From an optimization exercise on the open Yosys and OpenROAD flow, aimed at small area, a short achievable clock period and few clock cycles per item; shortcuts taken in it are not production practice. The RTL was checked by simulation tests, not by an equivalence proof against the original design.

==> 12-19: inputs <==
// ammod
module ammod (
    input  wire        clk,
    input  wire        rst,
    input  wire        cmd_valid,
    input  wire [31:0] cmd,
    input  wire [31:0] midx,
    input  wire [31:0] x,
    input  wire [2:0]  err_clr,
    output reg         cmd_ready,
    output reg  [31:0] yre,
    output wire [31:0] yim,
    output reg  [31:0] nidx,
    output reg         created,
    output reg  [1:0]  lasterr,
    output reg  [2:0]  errflags
);
    localparam N = 18;
    localparam [31:0] ONE = 32'h3F800000;
    localparam [1:0] E_OK = 2'd0, E_PARAM = 2'd1, E_ILL = 2'd2, E_STATE = 2'd3;
    localparam [1:0] S_IDLE = 2'd0, S_EXEC = 2'd1, S_NORM = 2'd2, S_RUN = 2'd3;
    function [31:0] hmag;
        input [2:0] j;
        case (j)
            3'd0: hmag = 32'h3BB96DD0;
            3'd1: hmag = 32'h3C8BC81A;
            3'd2: hmag = 32'h3D6FF656;
            3'd3: hmag = 32'h3E275216;
            default: hmag = 32'h3F1E741A;
        endcase
    endfunction
    reg [1:0]  state;
    reg [3:0]  ph;           
    reg        c_nop, c_create, c_step, c_destroy;
    reg [1:0]  c_sb;
    reg        c_sc;
    reg [31:0] p2r;
    reg        p2pend;
    reg [23:0] m_sig;        
    reg signed [9:0] m_exp;  
    reg [1:0]  sb;
    reg        sc;
    reg [31:0] line [0:N-1];
    reg [N-1:0] vld;
    reg  [31:0] opb;         
    reg  [31:0] preg;        
    reg  [31:0] acc;         
    assign yim = acc;
    wire        dsb = (sb == 2'd0);
    wire        run = (state == S_RUN);
    function [38:0] benc;
        input [23:0] v;
        reg [25:0] xb;
        reg b0, b1, b2;
        integer i;
        begin
            xb = {2'b00, v};
            for (i = 0; i < 13; i = i + 1) begin
                b0 = (i == 0) ? 1'b0 : xb[2*i-1];
                b1 = xb[2*i];
                b2 = xb[2*i+1];
                benc[i]      = b1 ^ b0;
                benc[13 + i] = (b2 & ~b1 & ~b0) | (~b2 & b1 & b0);
                benc[26 + i] = b2 & ~(b1 & b0);
            end
        end
    endfunction
    function [4:0] tz24;
        input [23:0] v;
        integer i;
  ...
==> module ammod_fadd, before the edit <==
module ammod_fadd (
    input  wire [31:0] a,
    input  wire [31:0] b,
    input  wire        a_nan,
    input  wire        zs,
    output reg  [31:0] y
);
    localparam [31:0] QNAN = 32'h7FC00000;
    wire [7:0] ea = a[30:23], eb = b[30:23];
    wire an = (ea == 8'hFF) && (a[22:0] != 0);
    wire bn = (eb == 8'hFF) && (b[22:0] != 0);
    wire ai = (ea == 8'hFF) && (a[22:0] == 0);
    wire bi = (eb == 8'hFF) && (b[22:0] == 0);
    wire az = (a[30:0] == 0), bz = (b[30:0] == 0);
    wire [7:0]  ea1 = ea | {7'd0, ea == 8'd0};
    wire [7:0]  eb1 = eb | {7'd0, eb == 8'd0};
    wire [23:0] ma = {ea != 8'd0, a[22:0]};
    wire [23:0] mb = {eb != 8'd0, b[22:0]};
    wire        sub = a[31] ^ b[31];
    wire [8:0]  dab = {1'b0, ea1} - {1'b0, eb1};
    wire [8:0]  dba = {1'b0, eb1} - {1'b0, ea1};
    wire        bgt = dab[8];               
    wire [7:0]  el = bgt ? eb1 : ea1;
    wire [7:0]  d  = bgt ? dba[7:0] : dab[7:0];
    wire        fswap = (eb > ea);
    wire [7:0]  rab = ea - eb, rba = eb - ea;
    wire [7:0]  draw = fswap ? rba : rab;
    wire [23:0] ml = fswap ? mb : ma;
    wire [23:0] mr = fswap ? ma : mb;
    wire        sl = fswap ? b[31] : a[31];
    wire        rz = fswap ? (ea == 8'd0) : (eb == 8'd0);
    wire        fix = rz && (draw != 8'd0);
    wire [27:0] mrv = fix ? {mr, 4'b0000} : {1'b0, mr, 3'b000};
    wire [4:0]  dsh = (draw > 8'd27) ? 5'd28 : draw[4:0];
    wire [27:0] mrs = mrv >> dsh;
    wire [26:0] mra = mrs[26:0] | {26'd0, |(mrv & ~({28{1'b1}} << dsh))};
    wire [27:0] fs = sub ? {1'b0, ml, 3'b000} - {1'b0, mra} : {1'b0, ml, 3'b000} + {1'b0, mra};
    reg  [26:0] fm;
    reg  [8:0]  fe;
    always @* begin
        if (fs[27]) begin
            fm = {fs[27:2], fs[1] | fs[0]};
            fe = {1'b0, el} + 9'd1;
        end else if (!fs[26] && el > 8'd1) begin
            fm = {fs[25:0], 1'b0};
            fe = {1'b0, el} - 9'd1;
        end else begin
            fm = fs[26:0];
            fe = {1'b0, el};
        end
    end
    wire        frup = fm[2] & (fm[1] | fm[0] | fm[3]);
    wire [7:0]  fef = fm[26] ? fe[7:0] : 8'd0;
    wire [30:0] fmag = {fef, fm[25:3]} + {30'd0, frup};
    wire        fovf = fe[8] | (fe[7:0] == 8'hFF);
    wire        d0  = (ea1 == eb1);
    wire [25:0] nab = {1'b0, ma, 1'b0} - {1'b0, mb, 1'b0};
    wire [25:0] nba = {1'b0, mb, 1'b0} - {1'b0, ma, 1'b0};
    wire [24:0] n1a = {ma, 1'b0} - {1'b0, mb};
    wire [24:0] n1b = {mb, 1'b0} - {1'b0, ma};
    reg  [24:0] nd;
    reg         ns;
    always @* begin
        if (d0) begin
            if (nab[25]) begin nd = nba[24:0]; ns = b[31]; end
            else         begin nd = nab[24:0]; ns = a[31]; end
        end else if (bgt) begin
            nd = n1b; ns = b[31];
        end else begin
            nd = n1a; ns = a[31];
        end
    end
    wire [4:0]  lim = (el - 8'd1 > 8'd24) ? 5'd24 : el[4:0] - 5'd1;   
    wire [24:0] lmask = 25'h1000000 >> lim;
    wire [24:0] nz = nd | lmask;
    reg  [4:0]  nlz;
    integer k;
    always @* begin
        nlz = 5'd24;
        for (k = 0; k < 25; k = k + 1) if (nz[k]) nlz = 5'd24 - k[4:0];
    end
    wire [24:0] nn = nd << nlz;
    wire [8:0]  ne = {1'b0, el} - {4'd0, nlz};   
    wire [7:0]  nef = nn[24] ? ne[7:0] : 8'd0;
    wire [30:0] nmag = {nef, nn[23:1]};
    wire        near_ok = sub && (d0 || (d == 8'd1 && !nd[24]));
    wire        nzero = (nd == 25'd0);
    always @* begin
        if (an || bn || a_nan || (ai && bi && sub))
            y = QNAN;
        else if (ai)
            y = a;
        else if (bi)
            y = b;
        else if (az && bz)
            y = {a[31] & zs & b[31], 31'd0};
        else if (near_ok) begin
            if (nzero) y = 32'd0;
            else       y = {ns, nmag};
        end else if (fovf)
            y = {sl, 8'hFF, 23'd0};
        else
            y = {sl, fmag};
    end
endmodule
clock: 24.0 ns
lec_check: 0
abc_area: 1
cap_margin: 60
core_margin: 2
core_utilization: 40
gpl_timing_driven: 1
place_density: 0.55
slew_margin: 60
run.sh (not shown) runs the stock make flow with config.mk's settings and CLKGATE_MAP_FILE= SYNTH_SCRIPT=/design/flow/synth_recipe.tcl, a recipe that flattens the netlist after the stock synthesis.
==> 05-25 (differences from 12-19) <==
--- a/flow/design.v
+++ b/flow/design.v
@@ -132,16 +132,10 @@
     wire [7:0]  el = bgt ? eb1 : ea1;
     wire [7:0]  d  = bgt ? dba[7:0] : dab[7:0];
-    wire        fswap = (eb > ea);
-    wire [7:0]  rab = ea - eb, rba = eb - ea;
-    wire [7:0]  draw = fswap ? rba : rab;
-    wire [23:0] ml = fswap ? mb : ma;
-    wire [23:0] mr = fswap ? ma : mb;
-    wire        sl = fswap ? b[31] : a[31];
-    wire        rz = fswap ? (ea == 8'd0) : (eb == 8'd0);
-    wire        fix = rz && (draw != 8'd0);
-    wire [27:0] mrv = fix ? {mr, 4'b0000} : {1'b0, mr, 3'b000};
-    wire [4:0]  dsh = (draw > 8'd27) ? 5'd28 : draw[4:0];
-    wire [27:0] mrs = mrv >> dsh;
-    wire [26:0] mra = mrs[26:0] | {26'd0, |(mrv & ~({28{1'b1}} << dsh))};
+    wire [23:0] ml = bgt ? mb : ma;
+    wire [23:0] mr = bgt ? ma : mb;
+    wire        sl = bgt ? b[31] : a[31];
+    wire [26:0] mrx = {mr, 3'b000};
+    wire [4:0]  dsh = (d > 8'd26) ? 5'd27 : d[4:0];
+    wire [26:0] mra = (mrx >> dsh) | {26'd0, |(mrx & ~({27{1'b1}} << dsh))};
     wire [27:0] fs = sub ? {1'b0, ml, 3'b000} - {1'b0, mra} : {1'b0, ml, 3'b000} + {1'b0, mra};
     reg  [26:0] fm;
CORE_UTILIZATION = 45   (was 40)
PLACE_DENSITY = 0.65   (was 0.55)
==> comparison table <==
                                                            12-19           05-25
Routability congestion estimate                             0.981            1.02
Run status                       no timing/DRC/antenna violations  no timing/DRC/antenna violations
Number of distinct library cells after synthesis               85              83
Worst path bufs/invs                                            8               9
Slowest stage delay, CP                                    690 ps          470 ps
Core occupancy in the finished layout                       44.9%           50.3%
Maximum fanout along the worst path                            46              59
Required time at the worst-slack endpoint                24520 ps        24530 ps
Compound-cell area share of the yosys netlist               15.8%           15.6%
Row count                                                     154             144
Non-clock buffer share                                      4.01%           4.18%
Multi-input gate share of total cell area                   50.9%           50.9%
Least setup slack across all paths after layout          12330 ps        11290 ps
Reg-to-reg endpoint                               opb[16]$_DFF_P_  opb[8]$_DFF_P_
Testbench counts of 12-19, summed over its fixed seeds: cycles 28,366, steps 3,072.
Testbench counts of 05-25, summed over its fixed seeds: cycles 28,366, steps 3,072.

## port drivers added, routing unchanged
How much do the figures lean on ideal ports? The routed layouts below were timed once more, with nothing changed but the port constraints.
Step 1 (the two cells are an assumption about what drives the block):
set clk [get_ports {clk}]
set_driving_cell -lib_cell sky130_fd_sc_hd__clkbuf_16 $clk
set_driving_cell -lib_cell sky130_fd_sc_hd__buf_2 [delete_from_list [all_inputs] $clk]
Step 2 moves the port delays by t, midway between the first and last clock arrival at a register: inputs arrive t later, outputs are due t later. That takes back most of the time a late clock gives input paths.
Three values: no drivers, after step 1, after step 2; two values: the first two.
| run | t, ns | setup WS [ns] | cell pins on the clock port's net |
|---|---|---|---|
| 12-19 | 0.768 | 12.334 / 12.334 / 12.334 | 1 |
| 05-25 | 0.744 | 11.290 / 11.290 / 11.290 | 1 |
After both steps setup and hold are still met in every run listed.
